Background: an optimization exercise with open tools, aiming at small area and few clock cycles. Do not read the settings as production practice. Only simulation tests tie the RTL to the original design; equivalence was not proved. Power is estimated from default activity; no workload was simulated.

### flow/design.v
module fdcw_dissect (
    input  wire         clk,
    input  wire         rst,
    input  wire         in_valid,
    output wire         in_ready,
    input  wire [7:0]   in_data,
    input  wire         in_last,
    input  wire         in_t,
    output reg          out_valid,
    input  wire         out_ready,
    output wire [7:0]   st,
    output wire         eth_valid,
    output wire         ip4_valid,
    output wire [2:0]   xpt,
    output wire [1:0]   txt_tag,
    output wire [7:0]   pay_off,
    output wire [47:0]  eth_dst,
    output wire [47:0]  eth_src,
    output wire [15:0]  ethertype,
    output wire [3:0]   ip_version,
    output wire [5:0]   ip_hlen,
    output wire [7:0]   ip_ttl,
    output wire [7:0]   ip_proto,
    output wire [31:0]  ip_src,
    output wire [31:0]  ip_dst,
    output wire [119:0] ip_src_str,
    output wire [3:0]   ip_src_len,
    output wire [119:0] ip_dst_str,
    output wire [3:0]   ip_dst_len,
    output wire [15:0]  sport,
    output wire [15:0]  dport,
    output wire [31:0]  tcp_seq,
    output wire [31:0]  tcp_ack,
    output wire [5:0]   tcp_flags,
    output wire [15:0]  udp_size,
    output wire [7:0]   icmp_type,
    output wire [7:0]   icmp_code,
    output wire [15:0]  icmp_csum
);
    localparam [2:0] XPT_NONE = 3'd0, XPT_ICMP = 3'd1, XPT_TCP = 3'd2,
                     XPT_UDP = 3'd3, XPT_UNKNOWN = 3'd4;
    localparam [1:0] TXT_NONE = 2'd0, TXT_TEXT = 2'd1, TXT_BINARY = 2'd2;
    reg  [10:0] pos;             
    reg  [10:0] flen;            
    reg         t_bit;
    reg  [7:0]  eb [0:13];       
    reg  [7:0]  ib [0:19];       
    reg  [7:0]  xb [0:13];       
    reg  [5:0]  hl_r;            
    assign in_ready = !out_valid;
    wire take = in_valid && in_ready;
    wire [5:0]  hl_cur  = (pos == 11'd14) ? {in_data[3:0], 2'b00} : hl_r;
    wire [10:0] xstart  = 11'd14 + {5'd0, hl_cur};
    wire        in_xpt  = (pos >= xstart);
    wire [10:0] rel     = pos - xstart;     
    wire [5:0]  tcp_off = {xb[12][7:4], 2'b00};
    integer i;
    always @(posedge clk) begin
        if (rst) begin
            pos       <= 11'd0;
            out_valid <= 1'b0;
        end else begin
            if (out_valid && out_ready)
                out_valid <= 1'b0;
            if (take) begin
                for (i = 0; i < 14; i = i + 1)
                    if (pos == i) eb[i] <= in_data;
                for (i = 0; i < 20; i = i + 1)
                    if (pos == 14 + i) ib[i] <= in_data;
                if (pos == 11'd14)
                    hl_r <= {in_data[3:0], 2'b00};
                for (i = 0; i < 14; i = i + 1)
                    if (in_xpt && rel == i) xb[i] <= in_data;
                if (in_last) begin
                    flen      <= pos + 11'd1;
                    t_bit     <= in_t;
                    pos       <= 11'd0;
                    out_valid <= 1'b1;
                end else begin
                    pos <= pos + 11'd1;
                end
            end
        end
    end
    wire [4:0] u_start;
    wire [4:0] u_ok;
    assign u_start[0] = take && in_xpt && (rel == 11'd0);
    assign u_start[1] = take && in_xpt && (rel == 11'd4);
    assign u_start[2] = take && in_xpt && (rel == 11'd8);
    assign u_start[3] = take && in_xpt && (rel == 11'd12);
    assign u_start[4] = take && in_xpt && (rel >= 11'd16) && (rel == {5'd0, tcp_off});
    genvar g;
    generate
        for (g = 0; g < 5; g = g + 1) begin : u
            fdcw_utf8_check chk (
                .clk   (clk),
                .rst   (rst),
                .clear (out_valid && out_ready),
                .start (u_start[g]),
                .feed  (take),
                .data  (in_data),
                .ok    (u_ok[g])
            );
        end
    endgenerate
    wire        is_ip4 = (eb[12] == 8'h08) && (eb[13] == 8'h00);
    wire [10:0] n1     = flen - 11'd14;
    wire [10:0] n2     = n1 - {5'd0, hl_r};
    wire [7:0]  proto  = ib[9];
    reg [2:0] err;
    reg [2:0] elayer;
    reg       eth_ok, ip_ok;
    reg [2:0] xpt_r;
    reg [1:0] txt_r;
    reg [7:0] poff;
    reg       tcp_clamp;
    always @(*) begin
        err    = 3'd0;
        elayer = 3'd0;
        eth_ok = 1'b0;
        ip_ok  = 1'b0;
        xpt_r  = XPT_NONE;
        txt_r  = TXT_NONE;
        poff   = 8'd14;
        tcp_clamp = ({5'd0, tcp_off} > n2);
        if (flen < 11'd14) begin
            err = 3'd1; elayer = 3'd1;
        end else begin
            eth_ok = 1'b1;
            if (is_ip4) begin
                if (n1 < 11'd20 || n1 < {5'd0, hl_r}) begin
                    err = 3'd1; elayer = 3'd2;
                end else begin
                    ip_ok = 1'b1;
                    poff  = 8'd14 + {2'd0, hl_r};
                    case (proto)
                        8'd1: begin
                            if (n2 < 11'd4) begin
                                err = 3'd1; elayer = 3'd3;
                            end else begin
                                xpt_r = XPT_ICMP;
                                poff  = 8'd18 + {2'd0, hl_r};
                                if (t_bit) txt_r = u_ok[1] ? TXT_TEXT : TXT_BINARY;
                            end
                        end
                        8'd6: begin
                            if (n2 < 11'd14) begin
                                err = 3'd1; elayer = 3'd3;
                            end else begin
                                xpt_r = XPT_TCP;
                                if (tcp_clamp) begin
                                    poff = flen[7:0];
                                    if (t_bit) txt_r = TXT_TEXT;
                                end else begin
                                    poff = 8'd14 + {2'd0, hl_r} + {2'd0, tcp_off};
                                    if (t_bit) begin
                                        case (xb[12][7:4])
                                            4'd0: txt_r = u_ok[0] ? TXT_TEXT : TXT_BINARY;
                                            4'd1: txt_r = u_ok[1] ? TXT_TEXT : TXT_BINARY;
                                            4'd2: txt_r = u_ok[2] ? TXT_TEXT : TXT_BINARY;
                                            4'd3: txt_r = u_ok[3] ? TXT_TEXT : TXT_BINARY;
                                            default: txt_r = u_ok[4] ? TXT_TEXT : TXT_BINARY;
                                        endcase
                                    end
                                end
                            end
                        end
                        8'd17: begin
                            if (n2 < 11'd8) begin
                                err = 3'd1; elayer = 3'd3;
                            end else begin
                                xpt_r = XPT_UDP;
                                poff  = 8'd22 + {2'd0, hl_r};
                                if (t_bit) txt_r = u_ok[2] ? TXT_TEXT : TXT_BINARY;
                            end
                        end
                        default: xpt_r = XPT_UNKNOWN;
                    endcase
                end
            end
        end
    end
    assign st        = {2'b00, elayer, err};
    assign eth_valid = eth_ok;
    assign ip4_valid = ip_ok;
    assign xpt       = xpt_r;
    assign txt_tag   = txt_r;
    assign pay_off   = poff;
    assign eth_dst   = {eb[0], eb[1], eb[2], eb[3], eb[4], eb[5]};
    assign eth_src   = {eb[6], eb[7], eb[8], eb[9], eb[10], eb[11]};
    assign ethertype = {eb[12], eb[13]};
    assign ip_version = ib[0][7:4];
    assign ip_hlen    = hl_r;
    assign ip_ttl     = ib[8];
    assign ip_proto   = ib[9];
    assign ip_src     = {ib[12], ib[13], ib[14], ib[15]};
    assign ip_dst     = {ib[16], ib[17], ib[18], ib[19]};
    fdcw_dotted src_fmt (.a(ip_src), .str(ip_src_str), .len(ip_src_len));
    fdcw_dotted dst_fmt (.a(ip_dst), .str(ip_dst_str), .len(ip_dst_len));
    assign sport     = {xb[0], xb[1]};
    assign dport     = {xb[2], xb[3]};
    assign tcp_seq   = {xb[4], xb[5], xb[6], xb[7]};
    assign tcp_ack   = {xb[8], xb[9], xb[10], xb[11]};
    assign tcp_flags = xb[13][5:0];
    assign udp_size  = {xb[6], xb[7]};
    assign icmp_type = xb[0];
    assign icmp_code = xb[1];
    assign icmp_csum = {xb[2], xb[3]};
endmodule
module fdcw_utf8_check (
    input  wire       clk,
    input  wire       rst,
    input  wire       clear,
    input  wire       start,
    input  wire       feed,
    input  wire [7:0] data,
    output wire       ok
);
    localparam [2:0] LO_80 = 3'd0,    
                     LO_A0 = 3'd1,    
                     HI_9F = 3'd2,    
                     LO_90 = 3'd3,    
                     HI_8F = 3'd4;    
    reg       active;
    reg       bad;
    reg [1:0] need;       
    reg [2:0] cls;        
    wire run = start || active;
    reg       nbad;
    reg [1:0] nneed;
    reg [2:0] ncls;
    always @(*) begin
        nbad  = bad;
        nneed = need;
        ncls  = LO_80;
        if (need != 2'd0) begin
            case (cls)
                LO_A0:   nbad = bad | !(data >= 8'hA0 && data <= 8'hBF);
                HI_9F:   nbad = bad | !(data >= 8'h80 && data <= 8'h9F);
                LO_90:   nbad = bad | !(data >= 8'h90 && data <= 8'hBF);
                HI_8F:   nbad = bad | !(data >= 8'h80 && data <= 8'h8F);
                default: nbad = bad | !(data >= 8'h80 && data <= 8'hBF);
            endcase
            nneed = need - 2'd1;
        end else if (data <= 8'h7F) begin
            nneed = 2'd0;
        end else if (data >= 8'hC2 && data <= 8'hDF) begin
            nneed = 2'd1;
        end else if (data == 8'hE0) begin
            nneed = 2'd2; ncls = LO_A0;
        end else if (data == 8'hED) begin
            nneed = 2'd2; ncls = HI_9F;
        end else if (data >= 8'hE1 && data <= 8'hEF) begin
            nneed = 2'd2;
        end else if (data == 8'hF0) begin
            nneed = 2'd3; ncls = LO_90;
        end else if (data == 8'hF4) begin
            nneed = 2'd3; ncls = HI_8F;
        end else if (data >= 8'hF1 && data <= 8'hF3) begin
            nneed = 2'd3;
        end else begin
            nbad = 1'b1;
        end
    end
    always @(posedge clk) begin
        if (rst || clear) begin
            active <= 1'b0;
            bad    <= 1'b0;
            need   <= 2'd0;
            cls    <= LO_80;
        end else if (feed && run) begin
            active <= 1'b1;
            bad    <= nbad;
            need   <= nneed;
            cls    <= ncls;
        end
    end
    assign ok = !bad && (need == 2'd0);
endmodule
module fdcw_dotted (
    input  wire [31:0]  a,
    output reg  [119:0] str,
    output reg  [3:0]   len
);
    integer k;
    reg [7:0] oct;
    reg [7:0] d2, d1, d0;
    always @(*) begin
        str = 120'd0;
        len = 4'd0;
        for (k = 3; k >= 0; k = k - 1) begin
            oct = a[8*k +: 8];
            d2  = oct / 8'd100;
            d1  = (oct / 8'd10) % 8'd10;
            d0  = oct % 8'd10;
            if (oct >= 8'd100) begin
                str[8*len +: 8] = 8'h30 + d2;
                len = len + 4'd1;
            end
            if (oct >= 8'd10) begin
                str[8*len +: 8] = 8'h30 + d1;
                len = len + 4'd1;
            end
            str[8*len +: 8] = 8'h30 + d0;
            len = len + 4'd1;
            if (k != 0) begin
                str[8*len +: 8] = 8'h2E;
                len = len + 4'd1;
            end
        end
    end
endmodule
### flow/run.sh
#!/bin/bash
# synth_recipe.tcl (not shown) runs the flow's synth.tcl, then flattens the netlist and writes it again
# the make line also repeats each setting of config.mk as NAME=value (left out here)
make -C /OpenROAD-flow-scripts/flow DESIGN_CONFIG=/design/flow/config.mk WORK_HOME=/design/flow/orfs CLKGATE_MAP_FILE= SYNTH_SCRIPT=/design/flow/synth_recipe.tcl finish
### flow/config.mk
export PLATFORM = sky130hd
export DESIGN_NAME = fdcw_dissect
export DESIGN_NICKNAME = fdcw_dissect
export VERILOG_FILES = /design/flow/design.v
export SDC_FILE = /design/flow/constraint.sdc
export NUM_CORES = 4
export LEC_CHECK = 0
export CAP_MARGIN = 20
export CORE_MARGIN = 2
export CORE_UTILIZATION = 40
export SLEW_MARGIN = 20
### flow/constraint.sdc
create_clock -name core_clock -period 14.0 [get_ports {clk}]
set_input_delay 2.8000 -clock core_clock [delete_from_list [all_inputs] [get_ports {clk}]]
set_output_delay 2.8000 -clock core_clock [all_outputs]
set_load 0.01 [all_outputs]
==> impl_metrics.tcl <==
set metrics [dict create \
    cts-root-buf "clkbuf_16" \
    core_um2 122000 \
    hold_violations 0 \
    clkSlewWorstSetupHoldPaths_ns 0.06 \
    clock_latency_ns 0.65 \
    syn_area_per_cell_um2 7.18 \
    remaining_drc_errors 0 \
    synth_cell_types 125 \
    cts_hold_buf 0 \
    yosys_warnings 6 \
    p_leak_nw 21.4 \
    overflow 0 \
    holdPathEnd "u[1].chk.bad$_SDFFE_PP0P_" \
    wl_per_cell_um 34.1 \
    drtAntennaViolNets 0 \
    hold_slack_ns 0.470 \
    p_int_mw 1.81 \
    dp.cells 8827 \
    period_share_pct 97.0 \
    placed_area_um2 57000 \
    seqPwrFrac_pct 50.1 \
    cp-start-kind "flop" \
    met1_usage_pct 53.9 \
    drive_gt1_share_pct 6.98 \
    max_freq_ghz 0.0737 \
    instances_no_fill 8911 \
    drt_iter0_drc 9657 \
    yosysSeqAreaShare_pct 21.6 \
    vias 62900 \
    r2r_setup_slack_ns 7.20 \
    p_switching_mw 0.576 \
    grt_most_used_layer "met2" \
    grt_antenna_before_repair 5 \
    synthTopCellsByArea "edfxtp_1 20%, nand2_1 6.0%, nor2_1 5.6%" \
    synth_ff_type "edfxtp_1" \
    syn2layout_area_growth_pct 19.5 \
    synth-edff-count 320 \
    tns_ns 0 \
    critical_path_cell_count 32 \
    ios 639 \
    fin_crit_ns 13.58 \
    met3_usage_pct 10.4 \
    firstDrtPassIters 11 \
    cts_made_buffers 41 \
    end_kind "output port" \
    grt_max_degree 51 \
    worstMarginPinSlew_ns 1.30 \
    cts_buffer_depth 3 \
    clockPowerShare_pct 44.6 \
    path_buf_inv 6 \
    crit_fanout 28 \
    gp_congestion 1.12 \
    min_delay_path_depth 1 \
    grt_pass1_wl_um 426000 \
    crit_top_cell "ha_1" \
    synth_top_area_share_pct 19.6 \
    clock_sinks 367 \
    fin_skew_ns 0.0608 \
    drv_slew 0 \
    grt_pass1_vias 58000 \
    place_hpwl_um 238000 \
    setup_viol 0 \
    status "finished clean" \
    cpMaxStageDelayCell "edfxtp_1" \
    slew_headroom_pct 12.9 \
    finalWorstSetupSlack_ns 0.425 \
    viasPerCell 7.05 \
    cts_htree_levels 2 \
    grt_usage_pct 46.0 \
    path_class "flop to output port" \
    p_per_area_nw_per_um2 40.7 \
    synth_most_common_cell "nand2_1" \
    reg2reg_to "u[2].chk.need[1]$_SDFFE_PP0P_" \
    cp_top_family "compound AO/OA/AOI/OAI gates" \
    switching_share_pct 24.2 \
    portBuffers 633 \
    ir_worst_vdd_mv 0.131 \
    fin_nets 7459 \
    cts_tree "yes" \
    drt-total-wl_um 304000 \
    cap_violations 0 \
    synth_seq_cells 367 \
    stdcell_area_um2 58500 \
    ys_top_cells_by_count "779 x nand2_1, 734 x nor2_1, 522 x a21oi_1" \
    hp-start "u[1].chk.bad$_SDFFE_PP0P_" \
    num_rows 128 \
    die_x_um 354 \
    start_util_pct 40.2 \
    reg2reg_from "pos[2]$_SDFFE_PP0P_" \
    synth_largest_area_cell "edfxtp_1" \
    p_total_mw 2.38 \
    fp.dieH_um 354 \
    p_comb_share_pct 5.2 \
    r2r_cells 19 \
    slowest_delay_ns 0.70 \
    hold_path.class "flop to flop" \
    async_reset_ff_share_pct 0 \
    syn-cell-area_um2 48900 \
    worstPathArrival_ns 10.78 \
    required_ns 11.20 \
    fillers 12000 \
    dieArea_um2 125000 \
    gr-usage-met2_pct 73.0 \
    syn_inst 6811 \
    place_ws_ns 0.478 \
    fin_util_pct 48.1 \
]
## worst reg2reg max path: stages, from the launching register on
cell and delay (ns):
dfxtp_1 0.71, nand2_1 0.42, nor3_1 0.24, nand3_1 0.29
mux2i_1 0.36, ha_1 0.30, ha_1 0.33, nor2b_1 0.14
o21ai_0 0.20, a21boi_0 0.16, o21a_1 0.21, or2_2 0.28
or3b_2 0.48, a21oi_1 0.18, o2111ai_1 0.28, a2111oi_0 0.83
o21ai_1 0.39, or2_2 0.44, or3_1 0.35, a21oi_1 0.14
## registers in the layout, indices dropped and copies added, names as in the netlist, 5 cells and up
name / flops
u.chk.active: 5
hl_r: 6
ib: 84
xb: 106
pos: 11
u.chk.cls: 15
u.chk.need: 10
flen: 11
u.chk.bad: 5
eb: 112
## power by group through the flow
stage / Combinational [mW] / Sequential [mW] / Clock (mW)
finish: 0.124 / 1.19 / 1.06
global route: 0.129 / 1.19 / 1.11
CTS: 0.117 / 1.19 / 1.08
detailed placement: 0.117 / 1.22 / 0
global placement: 0.115 / 1.22 / 0
floorplan: 0.0509 / 1.22 / 0
## cell families (layout without fill, tap and decap cells)
kind of cell,after synthesis,after routing,synth area share [%]
flip-flops,367,367,21.6
AO/OA/AOI/OAI,2447,2447,33.8
buffers and inverters,712,1171,6.00
multiplexers,85,85,1.85
adder cells (fa/ha/maj),199,199,5.12
other,2,18,0.0154
AND/OR/NAND/NOR,2829,2829,28.2
XOR/XNOR,170,170,3.46
## area by class of cell
class	count	area [um2]	area share, %
inverter	242	908	1.55
timing repair buffer	853	7950	13.6
clock buffer	51	1090	1.87
multi-input combinational	5745	35700	61.1
clock inverter	25	199	0.340
sequential	367	10600	18.0
antenna	3	7.51	0.0128
tap	1625	2030	3.48
## worst max-delay path by stage
| stage | end | startpoint |
|---|---|---|
| floorplan | ip_dst_str[100] | ib[16][5]$_DFFE_PP_ |
| global placement | ip_src_str[71] | ib[12][3]$_DFFE_PP_ |
| detailed placement | ip_src_str[44] | ib[12][4]$_DFFE_PP_ |
| CTS | ip_src_str[85] | ib[12][4]$_DFFE_PP_ |
| global route | ip_src_str[85] | ib[12][5]$_DFFE_PP_ |
| finish | ip_src_str[11] | ib[12][5]$_DFFE_PP_ |
## routing by layer
layer | vias up | wire length, um
met3 | 1282 | 32700
met4 | 4 | 29200
met5 | - | 25
met1 | 29900 | 108000
li1 | 26800 | -
met2 | 4867 | 134000
## cell usage in the layout, fill, tap and decap left out, types with 33 or more instances in the layout
master and instances:
o21ai_0 447, edfxtp_1 320, ha_1 191, clkdlybuf4s50_1 625, a211oi_1 96, and2_1 91, nor2b_1 68, a22oi_1 113
buf_4 216, nor4_1 52, nand4_1 65, a221oi_1 65, o22ai_1 183, nor2_1 730, a21o_1 46, nor3_1 219
mux2i_1 58, or3_1 74, or2_2 52, nand3_1 284, dfxtp_1 47, nand2b_1 110, and3_1 74, a21oi_1 521
o2111ai_1 36, or4_1 36, xnor2_1 109, o31ai_1 50, o21a_1 34, a21boi_0 33, xor2_1 41, o221ai_1 73
a31oi_1 122, clkbuf_16 42, nand2_1 779, o211ai_1 121, inv_1 232
## repair_timing
action	in CTS	in global routing
endpoints found under the setup margin	3	102
gates resized for setup	3	13
setup buffers	0	3
Testbench counts, summed over its fixed seeds: cycles 191,884.

[afterwards: timing with drivers on the ports]
In the flow no input, the clock included, has a driving cell. The finished layout below was timed again as built, in two steps. Step 1 (the two cells are an assumption about what drives the block):
set clk [get_ports {clk}]
set_driving_cell -lib_cell sky130_fd_sc_hd__clkbuf_16 $clk
set_driving_cell -lib_cell sky130_fd_sc_hd__buf_2 [delete_from_list [all_inputs] $clk]
Step 2, shift: input delay + t, output delay - t, t = (earliest + latest rising clock arrival at the registers) / 2. This alone moves slack from input paths to output paths. Slacks: ideal / step 1 / step 2; pairs: ideal / step 1.
shift t [ns]: 0.698
slack for setup (ns): 0.425 / 0.343 / 1.041
slew at the worst register clock pin (ns): 0.08 / 0.08
After both steps this run still meets setup and hold. For this run, drivers alone change the setup slack by -0.082 ns; drivers and shift together by +0.616 ns.
